Source: an optimization exercise on an open RTL-to-GDS flow (aim: small area, a short achievable clock period and few clock cycles per item). Production flows keep margins and buffers that such runs may drop. In this exercise RTL edits were held to simulation tests only and were not proved equivalent to the original. Power is estimated from default activity; no workload was simulated.

delta:
==> flow/design.v <==
module g2c1_pie_tx (
    input  wire         clk,
    input  wire         rst,           
    input  wire         start,
    output wire         ready,
    input  wire [2:0]   msg_type,      
    input  wire [127:0] fields,        
    input  wire [31:0]  tari,          
    input  wire [31:0]  blf,           
    input  wire         trunc,
    output wire         pulse_valid,
    input  wire         pulse_ready,
    output wire [31:0]  pulse_dur,     
    output wire         pulse_last,
    output reg          done,
    output reg  [2:0]   err,
    output wire [2:0]   tx_type,
    output wire [5:0]   tx_len,
    output wire [31:0]  tx_bits,       
    output wire [5:0]   pulse_cnt
);
    localparam [2:0] E_NONE = 3'd0, E_OVERFLOW = 3'd1, E_NOTFOUND = 3'd2, E_PARAM = 3'd4;
    localparam [2:0] T_QUERY = 3'd0, T_QADJ = 3'd1, T_QREP = 3'd2, T_ACK = 3'd3, T_NAK = 3'd4;
    function automatic [32:0] padd32(input [31:0] a, input [31:0] b, input cin);
        reg [31:0] g, p, gg, pp;
        integer l, i, j;
        begin
            g = a & b;
            p = a ^ b;
            gg = g;
            pp = p;
            gg[0] = g[0] | (p[0] & cin);
            for (l = 0; l < 5; l = l + 1)
                for (i = 0; i < 32; i = i + 1)
                    if ((i >> l) & 1) begin
                        j = ((i >> l) << l) - 1;
                        gg[i] = gg[i] | (pp[i] & gg[j]);
                        pp[i] = pp[i] & pp[j];
                    end
            padd32 = {gg[31], p ^ {gg[30:0], cin}};
        end
    endfunction
    wire [15:0] f0 = fields[15:0];
    wire [15:0] f1 = fields[31:16];
    wire [15:0] f2 = fields[47:32];
    wire [15:0] f3 = fields[63:48];
    wire [15:0] f4 = fields[79:64];
    wire [15:0] f5 = fields[95:80];
    wire [15:0] f6 = fields[111:96];
    wire f0_lt2  = (f0[15:1] == 15'd0);
    wire f0_lt4  = (f0[15:2] == 14'd0);
    wire f1_hi0  = (f1[15:4] == 12'd0);
    wire f1_m    = f1_hi0 && (f1[3:0] == 4'd1 || f1[3:0] == 4'd2 || f1[3:0] == 4'd4 || f1[3:0] == 4'd8);
    wire f1_lt3  = f1_hi0 && (f1[3:2] == 2'd0) && (f1[1:0] != 2'd3);
    wire f2_lt2  = (f2[15:1] == 15'd0);
    wire f3_lt4  = (f3[15:2] == 14'd0);
    wire f4_lt4  = (f4[15:2] == 14'd0);
    wire f5_lt2  = (f5[15:1] == 15'd0);
    wire f6_lt16 = (f6[15:4] == 12'd0);
    wire [1:0] m_pat    = {f1[3] | f1[2], f1[3] | f1[1]};
    wire [2:0] updn_pat = {f1[0], f1[0] | f1[1], f1[1]};
    wire [16:0] q_data = {4'b1000, f0[0], m_pat, f2[0], f3[1:0], f4[1:0], f5[0], f6[3:0]};
    reg  [4:0]  q_crc;
    integer k;
    always @(*) begin
        q_crc = 5'b01001;
        for (k = 16; k >= 0; k = k - 1)
            q_crc = {q_crc[3:0], 1'b0} ^ ((q_crc[4] ^ q_data[k]) ? 5'b01001 : 5'b00000);
    end
    reg [2:0]  a_err;
    reg [21:0] a_bits;    
    always @(*) begin
        a_err  = E_NONE;
        a_bits = 22'd0;
        case (msg_type)
            T_QUERY: begin
                a_bits = {q_data, q_crc};
                if (!f0_lt2 || !f1_m || !f2_lt2 || !f3_lt4)
                    a_err = E_NOTFOUND;
                else if (!f4_lt4)
                    a_err = E_OVERFLOW;
                else if (!f5_lt2)
                    a_err = E_NOTFOUND;
                else if (!f6_lt16)
                    a_err = E_OVERFLOW;
            end
            T_QADJ: begin
                a_bits = {4'b1001, f0[1:0], updn_pat, 13'd0};
                if (!f0_lt4)
                    a_err = E_OVERFLOW;
                else if (!f1_lt3)
                    a_err = E_NOTFOUND;
            end
            T_QREP: begin
                a_bits = {2'b00, f0[1:0], 18'd0};
                if (!f0_lt4)
                    a_err = E_OVERFLOW;
            end
            T_ACK:   a_bits = {2'b01, f0, 4'd0};
            T_NAK:   a_bits = {8'b11000000, 14'd0};
            default: a_err = E_NOTFOUND;
        endcase
    end
    wire tari_bad = (tari < 32'd409600) || (tari > 32'd1638400);
    wire is_q     = (msg_type == T_QUERY);
    wire dr_in    = f0[0];
    wire blf_bad  = (blf[31:20] != 12'd0) || (dr_in ? (blf[19:0] < 20'd22) : (blf[19:0] < 20'd9));
    wire sk8 = r_dr ? (d_den > 20'd5461) : (d_den > 20'd2048);
    wire [19:0] rem0 = sk8 ? (r_dr ? 20'd5461 : 20'd2048) : (r_dr ? 20'd21 : 20'd8);
    wire [12:0] q0   = sk8 ? 13'h0100 : 13'h0001;
    wire blf_fast = dr_in ? (blf[19:0] <= 20'd111847) : (blf[19:0] <= 20'd41942);
    reg        act;          
    reg        chk;          
    reg        pv;           
    reg        pl;           
    reg [31:0] pd;           
    reg [5:0]  cn;           
    reg        k_rt;         
    reg        k_tr;         
    reg        k_h1;         
    reg        ok;           
    reg [2:0]  r_type;
    reg [21:0] r_bits;
    reg        r_trunc;
    reg [20:0] r_t;          
    reg        r_dr;
    reg        ph;           
    reg [19:0] d_den;        
    reg [19:0] d_rem;
    reg [32:0] d_q;          
    reg        d_dly;        
    reg        d_new;        
    reg        a_cy;         
    assign ready       = ~act;
    assign pulse_valid = pv;
    assign pulse_dur   = pd;
    assign pulse_last  = pl;
    assign tx_type = r_type;
    assign tx_bits = ok ? {r_bits, 10'd0} : 32'd0;
    reg [5:0] len_t, pcnt_t, last_idx;
    always @(*) begin
        case (r_type)
            T_QUERY: begin len_t = 6'd22; pcnt_t = 6'd51; last_idx = 6'd50; end
            T_QADJ:  begin len_t = 6'd9;  pcnt_t = 6'd23; last_idx = 6'd24; end
            T_QREP:  begin len_t = 6'd4;  pcnt_t = 6'd13; last_idx = 6'd14; end
            T_ACK:   begin len_t = 6'd18; pcnt_t = 6'd41; last_idx = 6'd42; end
            default: begin len_t = 6'd8;  pcnt_t = 6'd21; last_idx = 6'd22; end
        endcase
    end
    assign tx_len    = ok ? len_t : 6'd0;
    assign pulse_cnt = ok ? pcnt_t : 6'd0;
    wire r_q = (r_type == T_QUERY);
    wire        d_done  = d_q[32];
    wire [20:0] d_trial = {d_rem, r_dr & ph};
    wire [32:0] d_sum   = padd32({11'd0, d_trial}, ~{12'd0, d_den}, 1'b1);
    wire        d_ge    = d_sum[32];
    wire [20:0] d_diff  = d_sum[20:0];
    wire [19:0] pw    = r_t[20:1];
    wire [31:0] ax    = ({32{k_tr}} & d_q[31:0]) | ({32{k_rt}} & {11'd0, r_t, 1'b0}) |
                        ({32{k_h1}} & {11'd0, r_t});
    wire [31:0] ay    = {32{k_tr}} ^ {12'd0, pw};
    wire        acin  = (k_tr & ~chk) | (k_rt & r_t[0]);
    wire [32:0] asum  = padd32(ax, ay, acin);
    wire [31:0] nval  = {asum[31:16], asum[15:0] & {16{~r_trunc}}};
    wire [24:0] bv;
    genvar gi;
    generate
        for (gi = 0; gi < 22; gi = gi + 1) begin : g_bv
            assign bv[gi + 3] = r_bits[21 - gi];
        end
    endgenerate
    assign bv[2:0] = 3'd0;
    wire xfer   = pv & pulse_ready;
    wire need   = act & ~chk & (~pv | (xfer & ~pl));
    wire can    = ~k_tr | d_done;
    wire d_busy    = act & r_q & (cn <= 6'd5);
    wire [5:0] cn_inc = (cn == 6'd4 && !r_q) ? 6'd7 : cn + 6'd1;
    wire [2:0] acc_err = (a_err != E_NONE) ? a_err :
                         tari_bad ? E_PARAM :
                         (is_q && blf_bad) ? E_PARAM : E_NONE;
    always @(posedge clk) begin
        d_dly <= d_done & chk & ~d_new;
        a_cy  <= asum[32];
        if (!act) begin
            r_type  <= (acc_err != E_NONE) ? 3'd0 : msg_type;
            r_bits  <= a_bits;
            r_trunc <= trunc;
            r_t     <= tari[20:0];
            err     <= acc_err;
            ok      <= (acc_err == E_NONE);
            cn      <= 6'd1;
            k_rt    <= 1'b0;
            k_h1    <= 1'b0;
            k_tr    <= is_q & ~blf_fast;
            pd      <= {12'd0, 5'b11001 & {4'b1111, ~trunc}, 15'd0};
            pl      <= 1'b0;
        end else if (chk) begin
            if (d_dly) begin
                k_tr <= 1'b0;
                if (!a_cy) begin
                    err <= E_PARAM;
                    ok  <= 1'b0;
                end
            end
        end else if (need && can) begin
            pd   <= nval;
            pl   <= (cn == last_idx);
            cn   <= cn_inc;
            k_rt <= (cn_inc == 6'd3);
            k_tr <= (cn_inc == 6'd5);
            k_h1 <= cn_inc[0] & (cn_inc >= 6'd7) & bv[cn_inc[5:1]];
        end
    end
    always @(posedge clk) begin
        if (!d_busy) begin
            r_dr  <= dr_in;
            d_den <= blf[19:0];
        end
        d_new <= rst | (~d_busy & ((blf[19:0] != d_den) | (dr_in != r_dr)));
        if (d_new) begin
            d_rem <= rem0;
            ph    <= 1'b0;
            d_q   <= {20'd0, q0};
        end else begin
            d_rem <= d_ge ? d_diff[19:0] : d_trial[19:0];
            ph    <= ~ph;
            if (!d_done)
                d_q <= {d_q[31:0], d_ge};
        end
    end
    always @(posedge clk) begin
        if (rst) begin
            act  <= 1'b0;
            chk  <= 1'b0;
            pv   <= 1'b0;
            done <= 1'b0;
        end else begin
            done <= 1'b0;
            if (!act) begin
                if (start) begin
                    if (acc_err != E_NONE) begin
                        done <= 1'b1;
                    end else if (is_q && !blf_fast) begin
                        act <= 1'b1;
                        chk <= 1'b1;
                    end else begin
                        act <= 1'b1;
                        pv  <= 1'b1;
                    end
                end
            end else if (chk) begin
                if (d_dly) begin
                    chk <= 1'b0;
                    if (!a_cy) begin
                        act  <= 1'b0;
                        done <= 1'b1;
                    end else begin
                        pv <= 1'b1;
                    end
                end
            end else if (xfer && pl) begin
                pv   <= 1'b0;
                act  <= 1'b0;
                done <= 1'b1;
            end else if (need) begin
                pv <= can;
            end
        end
    end
endmodule
Settings: LEC_CHECK=0, CAP_MARGIN=20, CORE_MARGIN=2, CORE_UTILIZATION=40, CTS_BUF_LIST=sky130_fd_sc_hd__clkbuf_8, PLACE_DENSITY=0.6, SETUP_SLACK_MARGIN=5, SLEW_MARGIN=20; clock period 9.0 ns.
standard.sh (not shown) runs the stock make flow with config.mk's settings and CLKGATE_MAP_FILE= SYNTH_SCRIPT=/design/flow/synth_recipe.tcl, a recipe that flattens the netlist after the stock synthesis.
==> flow/flow/run.sh <==
#!/bin/bash
# The standard layout, with the smallest buffer on every input and output port
# (buffer_ports otherwise picks a 10 um2 delay buffer for each of them), and
# timing repair aimed at 5.5 ns of setup slack.
set -euo pipefail
export BUFFER_PORTS_ARGS="-buffer_cell sky130_fd_sc_hd__buf_1"
bash standard.sh SETUP_SLACK_MARGIN=5.5 finish > standard_flow.log 2>&1
Testbench counts of delta, summed over its fixed seeds: cycles 41,008, items 1,280.
Changes in epsilon relative to delta:
-- flow/design.v --
<<< delta, line 106
    wire dr_in    = f0[0];
    wire blf_bad  = (blf[31:20] != 12'd0) || (dr_in ? (blf[19:0] < 20'd22) : (blf[19:0] < 20'd9));
    wire sk8 = r_dr ? (d_den > 20'd5461) : (d_den > 20'd2048);
    wire [19:0] rem0 = sk8 ? (r_dr ? 20'd5461 : 20'd2048) : (r_dr ? 20'd21 : 20'd8);
    wire [12:0] q0   = sk8 ? 13'h0100 : 13'h0001;
    wire blf_fast = dr_in ? (blf[19:0] <= 20'd111847) : (blf[19:0] <= 20'd41942);
    reg        act;          
>>> epsilon, line 106
    wire dr_in    = f0[0];
    wire blf_bad  = (blf[31:20] != 12'd0) || (dr_in ? (blf[19:0] < 20'd22) : (blf[19:0] < 20'd9));
    wire [19:0] bd = d_den;
    wire sk12 = r_dr ? (bd > 20'd87381) : (bd > 20'd32768);
    wire sk10 = r_dr ? (bd > 20'd21845) : (bd > 20'd8192);
    wire sk8  = r_dr ? (bd > 20'd5461)  : (bd > 20'd2048);
    wire sk4  = r_dr ? (bd > 20'd341)   : (bd > 20'd128);
    wire [19:0] rem0 = sk12 ? (r_dr ? 20'd87381 : 20'd32768) :
                       sk10 ? (r_dr ? 20'd21845 : 20'd8192) :
                       sk8  ? (r_dr ? 20'd5461  : 20'd2048) :
                       sk4  ? (r_dr ? 20'd341   : 20'd128) :
                              (r_dr ? 20'd21    : 20'd8);
    wire [12:0] q0   = sk12 ? 13'h1000 : sk10 ? 13'h0400 : sk8 ? 13'h0100 : sk4 ? 13'h0010 : 13'h0001;
    wire blf_fast = dr_in ? (blf[19:0] <= 20'd111847) : (blf[19:0] <= 20'd41942);
    reg        act;          
--- outcome ---
- epsilon vs delta — fmax rose 2.4%.
- Diff delta -> epsilon: buffer and inverter count on the worst path has increased, netlist area before placement increased by 3.8% relative to the old numbers, amount of wire on met2 after detailed routing went up 2.3%.
- The higher global routing usage on met1 came out of epsilon.
- epsilon vs delta: power up by a few percent
- First-iteration DRC count came out higher on epsilon than on delta.
- In epsilon, the global-route usage came out 1.2 points above the value in delta.
- Re total of plain and repair buffers excluding clock buffers: no difference whatsoever between delta and epsilon.
Testbench counts of epsilon, summed over its fixed seeds: cycles 40,864, items 1,280.

## static timing again, ports no longer ideal
How much do the figures lean on ideal ports? The routed layouts below were timed once more, with nothing changed but the port constraints. Step 1, drivers: a clkbuf_16 drives clk and a buf_2 each remaining input, both assumed. Step 2 times the ports against the registers' clock, not the clock port: input delays grow and output delays shrink by t, the midpoint of the rising clock arrivals with the driver on. Slacks: ideal / step 1 / step 2; pairs: ideal / step 1.
| run | shift t [ns] | slack for setup (ns) | hold WS [ns] | worst slew at a driven data input, ns | pins driven straight from the clock port |
|---|---|---|---|---|---|
| delta | 0.501 | 5.417 / 5.423 / 4.922 | 0.446 / 0.446 / 0.446 | 0.07 | 1 |
| epsilon | 0.504 | 5.503 / 5.503 / 5.093 | 0.438 / 0.438 / 0.438 | 0.11 | 1 |
After both steps setup and hold are still met in every run listed. The setup slack of delta, which loses most, moves by +0.006 ns with the drivers and by -0.495 ns with both steps.
